This design comes from an exercise in tuning for a short achievable clock period and few clock cycles on the open sky130 flow, not from production work.
Only simulation tests tie the RTL to the original design; equivalence was not proved.
Power is estimated from default activity; no workload was simulated.

==> design/flow/design.v <==
module wzwave_fbs (
    input  wire        clk,
    input  wire        rst,
    input  wire        in_valid,
    input  wire [7:0]  in_data,
    output wire        in_ready,
    output wire        out_valid,
    input  wire        out_ready,
    output wire        out_hdr,
    output wire        out_last,
    output wire [3:0]  out_type,
    output wire [71:0] out_data
);
    localparam [7:0] B_SOF = 8'h01;
    localparam [7:0] B_ACK = 8'h06;
    localparam [7:0] B_NAK = 8'h15;
    localparam [7:0] B_CAN = 8'h18;
    localparam [3:0] T_CTL      = 4'd0;
    localparam [3:0] T_DIAG_CKS = 4'd1;
    localparam [3:0] T_DIAG_LEN = 4'd2;
    localparam [3:0] T_DIAG_MAL = 4'd3;
    localparam [3:0] T_VERSION  = 4'd4;
    localparam [3:0] T_MEMID    = 4'd5;
    localparam [3:0] T_SUC      = 4'd6;
    localparam [3:0] T_INIT     = 4'd7;
    localparam [3:0] T_NPI      = 4'd8;
    localparam [3:0] T_SEND     = 4'd9;
    localparam [3:0] T_RNI      = 4'd10;
    localparam [3:0] T_APPUPD   = 4'd11;
    localparam [3:0] T_ROUTING  = 4'd12;
    localparam [3:0] T_APPCMD   = 4'd13;
    localparam [3:0] T_OPAQUE   = 4'd14;
    localparam [1:0] S_HUNT   = 2'd0;
    localparam [1:0] S_GOTSOF = 2'd1;
    localparam [1:0] S_BODY   = 2'd2;
    localparam integer DAW = 8;              
    localparam integer DDEPTH = 1 << DAW;
    localparam integer IAW = 4;              
    localparam integer IDEPTH = 1 << IAW;
    localparam integer MARGIN = 4;           
    reg         in_rdy;
    reg         r_valid;
    reg  [7:0]  r_data;
    assign in_ready = in_rdy;
    always @(posedge clk) begin
        r_data <= in_data;
        if (rst)
            r_valid <= 1'b0;
        else
            r_valid <= in_valid && in_rdy;
    end
    reg  [12:0]    dmem [0:DDEPTH-1];
    reg  [DAW:0]   wr_ptr;       
    reg  [DAW:0]   cm_ptr;       
    reg  [DAW:0]   ra_ptr;       
    localparam integer IW = 4 + 72 + 1 + 1 + DAW;
    reg  [IW-1:0]  imem [0:IDEPTH-1];
    reg  [IAW:0]   iw_ptr;
    reg  [IAW:0]   ir_ptr;
    reg  [1:0]  state;
    reg  [7:0]  len;
    reg  [7:0]  rem;           
    reg  [7:0]  n;             
    reg  [7:0]  acc;           
    reg  [7:0]  dir;
    reg  [7:0]  fc;
    reg  [1:0]  bpos;          
    reg  [7:0]  pidx;          
    reg  [7:0]  p0, p1, p2, p3, p4;
    reg  [7:0]  t0, t1, t2;    
    reg  [3:0]  k_type;
    reg  [7:0]  k_nmin;
    reg         k_short;       
    reg         k_bytes;       
    reg  [1:0]  k_first;
    reg         k_mask;        
    reg         k_mbase3;
    reg  [4:0]  mj;            
    reg         k_ver;         
    reg  [3:0]  d_type;
    reg  [7:0]  d_nmin;
    always @(*) begin
        d_type = T_OPAQUE;
        d_nmin = 8'd0;
        if (dir == 8'h01) begin
            case (r_data)
                8'h15: begin d_type = T_VERSION; d_nmin = 8'd1;  end
                8'h20: begin d_type = T_MEMID;   d_nmin = 8'd5;  end
                8'h56: begin d_type = T_SUC;     d_nmin = 8'd1;  end
                8'h02: begin d_type = T_INIT;    d_nmin = 8'd32; end
                8'h41: begin d_type = T_NPI;     d_nmin = 8'd5;  end
                8'h13: begin d_type = T_SEND;    d_nmin = 8'd1;  end
                8'h60: begin d_type = T_RNI;     d_nmin = 8'd1;  end
                8'h80: begin d_type = T_ROUTING; d_nmin = 8'd29; end
                default: ;
            endcase
        end else if (dir == 8'h00) begin
            case (r_data)
                8'h13: begin d_type = T_SEND;    d_nmin = 8'd2;  end
                8'h49: begin d_type = T_APPUPD;  d_nmin = 8'd2;  end
                8'h04: begin d_type = T_APPCMD;  d_nmin = 8'd3;  end
                default: ;
            endcase
        end
    end
    wire [1:0]  tier = p0[5:4];
    reg  [71:0] hdr_data;
    always @(*) begin
        hdr_data = 72'd0;
        case (k_type)
            T_VERSION: hdr_data[7:0] = t0;
            T_MEMID: begin
                hdr_data[31:0]  = {p0, p1, p2, p3};
                hdr_data[39:32] = p4;
            end
            T_SUC: begin
                hdr_data[7:0] = p0;
                hdr_data[8]   = (p0 != 8'h00);
            end
            T_INIT: hdr_data[23:0] = {p2, p1, p0};
            T_NPI: begin
                hdr_data[7:0]   = p0;
                hdr_data[15:8]  = p1;
                hdr_data[16]    = p0[7];
                hdr_data[18:17] = tier;
                hdr_data[21:19] = p0[2:0];
                hdr_data[22]    = p1[3];
                hdr_data[23]    = p1[4];
                hdr_data[24]    = p1[0];
                hdr_data[25]    = (tier == 2'd0) || (tier == 2'd1);
                hdr_data[41:26] = (tier == 2'd0) ? 16'd9600 :
                                  (tier == 2'd1) ? 16'd40000 : 16'd0;
                hdr_data[49:42] = t2;
                hdr_data[57:50] = t1;
                hdr_data[65:58] = t0;
            end
            T_SEND: begin
                if (dir == 8'h01) begin
                    hdr_data[7:0] = p0;
                    hdr_data[24]  = 1'b1;
                end else begin
                    hdr_data[15:8]  = p0;
                    hdr_data[23:16] = p1;
                    hdr_data[25]    = 1'b1;
                end
            end
            T_RNI: begin
                hdr_data[7:0] = p0;
                hdr_data[8]   = (p0 == 8'h01);
            end
            T_APPUPD: hdr_data[15:0] = {p1, p0};
            T_APPCMD: hdr_data[23:0] = {p2, p1, p0};
            T_OPAQUE: hdr_data[15:0] = {fc, dir};
            default: ;
        endcase
    end
    wire        is_ctl   = (r_data == B_ACK) || (r_data == B_NAK) || (r_data == B_CAN);
    wire        is_sof   = (r_data == B_SOF);
    wire        b_body   = r_valid && (state == S_BODY);
    wire        b_last   = (rem == 8'd1);
    wire        b_pay    = b_body && !b_last && (bpos == 2'd2);
    wire        st_byte  = k_bytes && (pidx[7:2] != 6'd0 || pidx[1:0] >= k_first);
    wire        st_mask  = k_mask && (!k_mbase3 || pidx >= 8'd3) && (mj != 5'd29);
    wire        st_adv   = st_byte || (st_mask && (r_data != 8'd0));
    wire        cks_ok   = (acc == r_data);
    wire [DAW:0] end_ptr  = k_ver ? wr_ptr - 1'b1 : wr_ptr;
    wire         has_data = (end_ptr != cm_ptr);
    wire [DAW-1:0] last_addr = end_ptr[DAW-1:0] - 1'b1;
    reg          it_push;
    reg  [3:0]   it_type;
    reg  [71:0]  it_hdr;
    reg          it_has;
    always @(*) begin
        it_push = 1'b0;
        it_type = T_CTL;
        it_hdr  = {64'd0, r_data};
        it_has  = 1'b0;
        if (r_valid) begin
            case (state)
                S_HUNT: begin
                    if (is_ctl) it_push = 1'b1;
                end
                S_GOTSOF: begin
                    if (r_data < 8'd3) begin
                        it_push = 1'b1;
                        it_type = T_DIAG_LEN;
                    end
                end
                default: begin
                    if (b_last) begin
                        it_push = 1'b1;
                        if (!cks_ok) begin
                            it_type = T_DIAG_CKS;
                            it_hdr  = {48'd0, acc, r_data, len};
                        end else if (k_short) begin
                            it_type = T_DIAG_MAL;
                            it_hdr  = {40'd0, k_nmin, n, fc, dir};
                        end else begin
                            it_type = k_type;
                            it_hdr  = hdr_data;
                            it_has  = has_data;
                        end
                    end
                end
            endcase
        end
    end
    always @(posedge clk) begin
        if (b_body)
            dmem[wr_ptr[DAW-1:0]] <= {mj, r_data};
        if (it_push)
            imem[iw_ptr[IAW-1:0]] <= {it_type, it_hdr, it_has, k_mask, last_addr};
    end
    always @(posedge clk) begin
        if (rst) begin
            state  <= S_HUNT;
            wr_ptr <= {(DAW+1){1'b0}};
            cm_ptr <= {(DAW+1){1'b0}};
            iw_ptr <= {(IAW+1){1'b0}};
        end else begin
            if (it_push)
                iw_ptr <= iw_ptr + 1'b1;
            if (r_valid) begin
                case (state)
                    S_HUNT: begin
                        if (is_sof) state <= S_GOTSOF;
                    end
                    S_GOTSOF: begin
                        if (r_data < 8'd3) begin
                            state <= is_sof ? S_GOTSOF : S_HUNT;
                        end else begin
                            state <= S_BODY;
                        end
                    end
                    default: begin
                        if (b_last) begin
                            state <= S_HUNT;
                            if (cks_ok && !k_short) begin
                                wr_ptr <= end_ptr;
                                cm_ptr <= end_ptr;
                            end else begin
                                wr_ptr <= cm_ptr;
                            end
                        end else if (b_pay && st_adv) begin
                            wr_ptr <= wr_ptr + 1'b1;
                        end
                    end
                endcase
            end
        end
    end
    always @(posedge clk) begin
        if (r_valid) begin
            if (state == S_GOTSOF) begin
                len     <= r_data;
                rem     <= r_data;
                n       <= r_data - 8'd3;
                acc     <= 8'hFF ^ r_data;
                bpos    <= 2'd0;
                pidx    <= 8'd0;
                mj      <= 5'd0;
                k_bytes <= 1'b0;
                k_mask  <= 1'b0;
                k_ver   <= 1'b0;
            end
            if (b_body) begin
                rem <= rem - 8'd1;
                acc <= acc ^ r_data;
                if (bpos == 2'd0) begin
                    dir  <= r_data;
                    bpos <= 2'd1;
                end else if (bpos == 2'd1) begin
                    fc       <= r_data;
                    bpos     <= 2'd2;
                    k_type   <= d_type;
                    k_nmin   <= d_nmin;
                    k_short  <= (n < d_nmin);
                    k_bytes  <= (d_type == T_VERSION) || (d_type == T_APPUPD) ||
                                (d_type == T_APPCMD)  || (d_type == T_OPAQUE);
                    k_first  <= (d_type == T_APPUPD) ? 2'd2 :
                                (d_type == T_APPCMD) ? 2'd3 : 2'd0;
                    k_mask   <= (d_type == T_INIT) || (d_type == T_ROUTING);
                    k_mbase3 <= (d_type == T_INIT);
                    k_ver    <= (d_type == T_VERSION);
                end else if (!b_last) begin
                    pidx <= pidx + 8'd1;
                    if (pidx == 8'd0) p0 <= r_data;
                    if (pidx == 8'd1) p1 <= r_data;
                    if (pidx == 8'd2) p2 <= r_data;
                    if (pidx == 8'd3) p3 <= r_data;
                    if (pidx == 8'd4) p4 <= r_data;
                    t2 <= t1;
                    t1 <= t0;
                    t0 <= r_data;
                    if (st_mask) mj <= mj + 5'd1;
                end
            end
        end
    end
    reg  [20:0] pf0, pf1;          
    reg         pf0_v, pf1_v;
    wire        pf_issue = (ra_ptr != cm_ptr) && !(pf0_v && pf1_v);
    wire [20:0] pf_new   = {ra_ptr[DAW-1:0], dmem[ra_ptr[DAW-1:0]]};
    reg         busy;              
    reg         c_mask;
    reg  [3:0]  c_type;
    reg  [DAW-1:0] c_last;
    reg  [7:0]  wm;                
    reg         wm_v;
    reg         o_valid, s_valid;
    reg  [77:0] o_beat, s_beat;    
    wire        o_pop   = o_valid && out_ready;
    wire [DAW:0] d_occ  = wr_ptr - ra_ptr;
    wire [IAW:0] i_occ  = iw_ptr - ir_ptr;
    wire        can_push = !(o_valid && s_valid);
    wire [IW-1:0] ihead  = imem[ir_ptr[IAW-1:0]];
    wire          i_nempty = (ir_ptr != iw_ptr);
    wire [3:0]    ih_type = ihead[IW-1 -: 4];
    wire [71:0]   ih_hdr  = ihead[IW-5 -: 72];
    wire          ih_has  = ihead[DAW+1];
    wire          ih_mask = ihead[DAW];
    wire [DAW-1:0] ih_last = ihead[DAW-1:0];
    wire [7:0]  e_byte  = pf0[7:0];
    wire [4:0]  e_j     = pf0[12:8];
    wire [DAW-1:0] e_addr = pf0[20:13];
    wire        e_lastent = (e_addr == c_last);
    wire [7:0]  m_cur   = wm_v ? wm : e_byte;
    wire [7:0]  m_rest  = m_cur & (m_cur - 8'd1);
    reg  [2:0]  m_bit;
    always @(*) begin
        casez (m_cur)
            8'b???????1: m_bit = 3'd0;
            8'b??????10: m_bit = 3'd1;
            8'b?????100: m_bit = 3'd2;
            8'b????1000: m_bit = 3'd3;
            8'b???10000: m_bit = 3'd4;
            8'b??100000: m_bit = 3'd5;
            8'b?1000000: m_bit = 3'd6;
            default:     m_bit = 3'd7;
        endcase
    end
    wire [7:0]  m_id    = {e_j, m_bit} + 8'd1;
    reg         e_push;
    reg  [77:0] e_beat;
    reg         e_ipop;
    reg         e_dpop;
    always @(*) begin
        e_push = 1'b0;
        e_ipop = 1'b0;
        e_dpop = 1'b0;
        e_beat = {1'b1, !ih_has, ih_type, ih_hdr};
        if (can_push) begin
            if (!busy) begin
                if (i_nempty) begin
                    e_push = 1'b1;
                    e_ipop = 1'b1;
                end
            end else if (pf0_v) begin
                e_push = 1'b1;
                if (c_mask) begin
                    e_beat = {1'b0, e_lastent && (m_rest == 8'd0), c_type, 64'd0, m_id};
                    e_dpop = (m_rest == 8'd0);
                end else begin
                    e_beat = {1'b0, e_lastent, c_type, 64'd0, e_byte};
                    e_dpop = 1'b1;
                end
            end
        end
    end
    always @(posedge clk) begin
        if (rst) begin
            ra_ptr  <= {(DAW+1){1'b0}};
            ir_ptr  <= {(IAW+1){1'b0}};
            pf0_v   <= 1'b0;
            pf1_v   <= 1'b0;
            busy    <= 1'b0;
            wm_v    <= 1'b0;
            o_valid <= 1'b0;
            s_valid <= 1'b0;
            in_rdy  <= 1'b0;
        end else begin
            if (pf_issue)
                ra_ptr <= ra_ptr + 1'b1;
            if (e_dpop) begin
                if (pf1_v) begin
                    pf0   <= pf1;
                    pf1_v <= pf_issue;
                    if (pf_issue) pf1 <= pf_new;
                end else begin
                    pf0_v <= pf_issue;
                    if (pf_issue) pf0 <= pf_new;
                end
            end else if (pf_issue) begin
                if (pf0_v) begin
                    pf1   <= pf_new;
                    pf1_v <= 1'b1;
                end else begin
                    pf0   <= pf_new;
                    pf0_v <= 1'b1;
                end
            end
            if (e_ipop) begin
                ir_ptr <= ir_ptr + 1'b1;
                busy   <= ih_has;
                c_mask <= ih_mask;
                c_type <= ih_type;
                c_last <= ih_last;
            end
            if (e_push && busy) begin
                if (c_mask) begin
                    wm   <= m_rest;
                    wm_v <= (m_rest != 8'd0);
                end
                if (e_dpop && (c_mask ? (e_lastent && (m_rest == 8'd0)) : e_lastent))
                    busy <= 1'b0;
            end
            if (!o_valid || o_pop) begin
                o_valid <= s_valid || e_push;
                o_beat  <= s_valid ? s_beat : e_beat;
                s_valid <= 1'b0;
            end else if (e_push) begin
                s_valid <= 1'b1;
                s_beat  <= e_beat;
            end
            in_rdy <= (d_occ <= DDEPTH - MARGIN) && (i_occ <= IDEPTH - MARGIN);
        end
    end
    assign out_valid = o_valid;
    assign out_hdr   = o_beat[77];
    assign out_last  = o_beat[76];
    assign out_type  = o_beat[75:72];
    assign out_data  = o_beat[71:0];
endmodule
==> design/flow/run.sh <==
#!/bin/bash
# synth_recipe.tcl (not shown) runs the flow's synth.tcl, then flattens the netlist and writes it again
# the make line also repeats each setting of config.mk as NAME=value (left out here)
make -C /OpenROAD-flow-scripts/flow DESIGN_CONFIG=/design/flow/config.mk WORK_HOME=/design/flow/orfs CLKGATE_MAP_FILE= SYNTH_SCRIPT=/design/flow/synth_recipe.tcl finish
==> design/flow/config.mk <==
export PLATFORM = sky130hd
export DESIGN_NAME = wzwave_fbs
export DESIGN_NICKNAME = wzwave_fbs
export VERILOG_FILES = /design/flow/design.v
export SDC_FILE = /design/flow/constraint.sdc
export NUM_CORES = 4
export LEC_CHECK = 0
export CAP_MARGIN = 20
export CORE_MARGIN = 2
export CORE_UTILIZATION = 40
export SLEW_MARGIN = 20
==> design/flow/constraint.sdc <==
create_clock -name core_clock -period 10.0 [get_ports {clk}]
set_input_delay 2.0000 -clock core_clock [delete_from_list [all_inputs] [get_ports {clk}]]
set_output_delay 2.0000 -clock core_clock [all_outputs]
set_load 0.01 [all_outputs]
==> run notes <==
[metrics by stage]
step / hold WS [ps] / util [%] / instances
floorplan: 417 / - / 9371
global placement: 430 / 42.3 / 15800
detailed placement: 428 / 42.3 / 15800
CTS: 445 / 45.4 / 16700
global route: 460 / 45.5 / 16700
finish: 445 / 45.5 / 16700
[registers in the layout, summed over array words and instances (netlist names), 9 cells and up, named ones only]
signal  flops
ra_ptr      9
cm_ptr      9
s_beat     71
wr_ptr      9
pf0        21
imem     1264
o_beat     71
dmem     3328
pf1        21
[area by class of cell]
class,count,share of cell area (%)
multi-input combinational,3790,19.6
clock inverter,294,1.19
timing repair buffer,518,2.06
sequential,5006,67.8
inverter,46,0.0799
clock buffer,586,5.66
antenna,23,0.0261
tap,6450,3.65
[layer usage]
layer | track usage, % | vias to the layer above | part of all wire (%)
li1 | - | 39900 | -
met1 | 31.0 | 53800 | 38
met2 | 35.0 | 6030 | 46
met3 | 5.49 | 1119 | 11
met4 | 8.46 | 10 | 4.3
met5 | 0 | - | 0.011
[worst max path at each step]
stage | end | slack (ps) | cells past startpoint
global placement | pf0[12] | 3540 | 9
detailed placement | imem[9][9] | 4410 | 9
global route | imem[9][33] | 4200 | 9
CTS | imem[9][33] | 4400 | 9
finish | pf0[6] | 4230 | 11
floorplan | imem[7][0] | 1130 | 7
[cells by family (layout without fill, tap and decap cells)]
| family | after synthesis | in the layout | share of synthesized area (%) |
|---|---|---|---|
| flip-flops | 5006 | 5006 | 76.7 |
| multiplexers | 1503 | 1503 | 15.0 |
| AND/OR/NAND/NOR | 1301 | 1301 | 3.13 |
| AO/OA/AOI/OAI | 837 | 837 | 2.97 |
| buffers and inverters | 575 | 1444 | 1.48 |
| XOR/XNOR | 98 | 98 | 0.440 |
| adder cells (fa/ha/maj) | 44 | 44 | 0.282 |
| other | 1 | 30 | 0.00192 |
[critical path, stage by stage, from the launching register on]
cell	delay [ps]
dfxtp_4	700
buf_4	600
buf_4	830
and2_1	220
buf_4	370
nand2_1	540
a211oi_1	840
a31oi_1	90
nand3_1	400
nand2_1	340
o311a_1	250
mux2_2	270
[where the power goes]
group	internal, W	leakage [nW]	switching (W)
Sequential	0.0230	46.4	0.000101
Combinational	0.00134	14.0	0.00167
Clock	0.00975	7.41	0.00791
Total	0.0341	67.8	0.00968
[layout by cell type (no fill, tap or decap), types with 47 or more instances in the layout]
master / Yosys / final
nor2_2: 2 / 87
clkinv_1: 1 / 109
o21ai_0: 102 / 102
clkinv_2: 0 / 111
and2_1: 92 / 90
nor2_1: 473 / 370
o22ai_1: 111 / 111
a211oi_1: 80 / 69
mux4_2: 1121 / 1121
clkbuf_16: 0 / 479
nand3_1: 87 / 85
nor3_1: 86 / 78
clkbuf_1: 234 / 96
dfxtp_1: 67 / 47
edfxtp_1: 4939 / 4939
and3_1: 47 / 47
mux2i_1: 315 / 314
buf_4: 49 / 393
mux2_2: 66 / 66
nand2_1: 292 / 292
a22o_1: 69 / 69
clkdlybuf4s50_1: 0 / 83
xnor2_1: 57 / 55
a22oi_1: 103 / 103
a21oi_1: 139 / 133
==> run notes <==
----------------------------------------------------
[Timing]
  Final Max Slew Viols ... 0
  Fin Clk Skew ... between 100 and 150 ps
  Count of endpoints failing hold in the final timing report ... 0
  Normalized max-slew margin ... 6.59%
  Max Fclk ... 173 MHz
  Post-Route Setup TNS ... 0 ps
  Post-route worst setup slack ... about 4200 ps
  Final setup vio count ... 0
  RSZ-0062 raised after global routing ... false
  Final critical path time including I/O delays and setup ... 5770 ps
  Share of the clock period used by the worst path ... between 50 and 60%
  Transition at the pin with the smallest max-transition slack ... 1400 ps

[Placement]
  Count of input and output buffers ... 84
  Dpl ws ... ~4400 ps
  HPWL Detailed ... around 340 mm
  Total placed instance area ... approximately 210000 um2
  Gp weighted congestion ... between 0.9 and 1

[Route]
  Routed len/inst ... between 30 and 40 um
  Antenna-violating nets left ... 0
  Initial DRC Count ... approximately 15000
  Average vias per placed instance ... around 6.0
  DRT Pass-1 Iters ... 7
  Vias after detailed routing ... 101000
  Total Wirelength ... 566 mm
  Number of DRC violations after detailed routing ... 0

[Logic synthesis]
  Synth area leader ... edfxtp_1
  Post-synth top cells ... edfxtp_1, mux4_2, nor2_1
  Area fraction of the dominant cell type after synthesis ... ~76%
  Area of the mapped netlist ... 195000 um2
  Share of synthesized area occupied by flip-flops and latches ... 76.7%
  Per-instance average area after synthesis ... 20.8 um2
  Most frequently used cell type in the post-synthesis netlist ... edfxtp_1
  Yosys warning count ... 1
  Most common flop cell mapped by yosys ... edfxtp_1
  Unique masters post-synth ... a little under 90
  Share of flip-flops with an asynchronous set or reset ... 0%
  Area contributors post-synth ... edfxtp_1, mux4_2, mux2i_1
  Count of flip-flops with a built-in enable after synthesis ... between 4000 and 5000
  Cell count after synthesis ... between 9000 and 10000
  Yosys reg bits ... approximately 5000

[CTS]
  Sinks on the clock net ... between 5000 and 6000
  Clock transition at path regs ... ~60 ps
  Post-CTS Hold Buffers ... 0
  Root buffer cell ... clkbuf_16
  Number of levels the H-tree was split into ... 5
  Number of buffers inserted to repair setup after CTS ... 0
  CTS tree ... yes
  Buffer depth of the longest clock path ... 4
  Post-cts gate resize count ... 0
  Number of buffers added by the clock tree synthesis step ... ~480
  Insertion delay to the later sink of the worst-skew pair ... 1070 ps

[Die]
  Die span in x ... ~700 um
  Total Die Area ... about 490000 um2
  Count of pins on the block boundary ... slightly above 90
  Standard cell core area ... ~490000 um2
  Effective utilization at floorplan ... 40.1%
  Number of cell rows ... 256
  DIE HEIGHT ... ~700 um

[Final layout]
  Area of the multi-input gates ... between 40000 and 50000 um2
  Area growth from synthesis to layout ... 13.3%
  Final non-filler cell area ... about 220000 um2
  Layout net count ... roughly 10000
  Share of final-layout standard cells stronger than drive strength 1 ... about a quarter
  Sequential cell area ... roughly 150000 um2
  Count of filler cells inserted in the layout ... 40300

[Hold path]
  Worst hold-check path type ... register to register
  Beginning of the worst hold path ... t1[3]
  Hold-critical path endpoint ... t2[3]
  Depth of the worst hold-timing path ... 0

[Worst setup path]
  Arrival time reported for the critical path endpoint ... 6570 ps
  Worst Reg2Reg Path Length in Cells ... 11
  Required time of the critical path ... 10800 ps
  Internal reg-to-reg setup slack ... 4230 ps
  Critical path fanouts, max ... 36
  Type of the setup path with the least slack ... register to register
  Nature of the critical path endpoint ... register
  Capture point of the worst reg-to-reg path ... pf0[6]
  Worst setup SP type ... register

[Global route]
  Antenna violations before repair ... 35
  Overall fraction of global-route tracks in use ... 22.6%
  Largest net degree at the start of global routing ... 208
  First-pass GRT wire length ... 787 mm
  GRT overflow ... 0
  Number of global-route vias before repair ... slightly below 100k

[Power and ir drop]
  Power Total ... 0.0438 W
  Worst voltage drop across the vdd grid ... around 0.17 mV
  Static leakage ... 67.8 nW
  Power density relative to cell area ... roughly 200 nW/um2

[Flow run]
  Max Cap Violations ... 0

[Status]
  Status ... timing/DRC/antenna clean

----------------------------------------------------
Testbench counts, summed over its fixed seeds: cycles 30,904.

[re-timing with driven ports]
No port has a modelled driver above. Below, the same layout with a new extraction and two added sets of constraints. Step 1, drivers: a clkbuf_16 drives clk and a buf_2 each remaining input, both assumed. Step 2 also shifts input and output timing later by t, the mid clock arrival at the registers, as if the neighbouring blocks saw the same clock. Three values: ideal ports, drivers, drivers and shift; two values: the first two.
shift t [ns]: 1.129
setup WS [ns]: 4.228 / 4.228 / 4.228
latest minus earliest clock arrival (ns): 0.108 / 0.108
After both steps setup and hold are still met in this run. For this run, drivers alone change the setup slack by 0.000 ns; drivers and shift together by 0.000 ns.
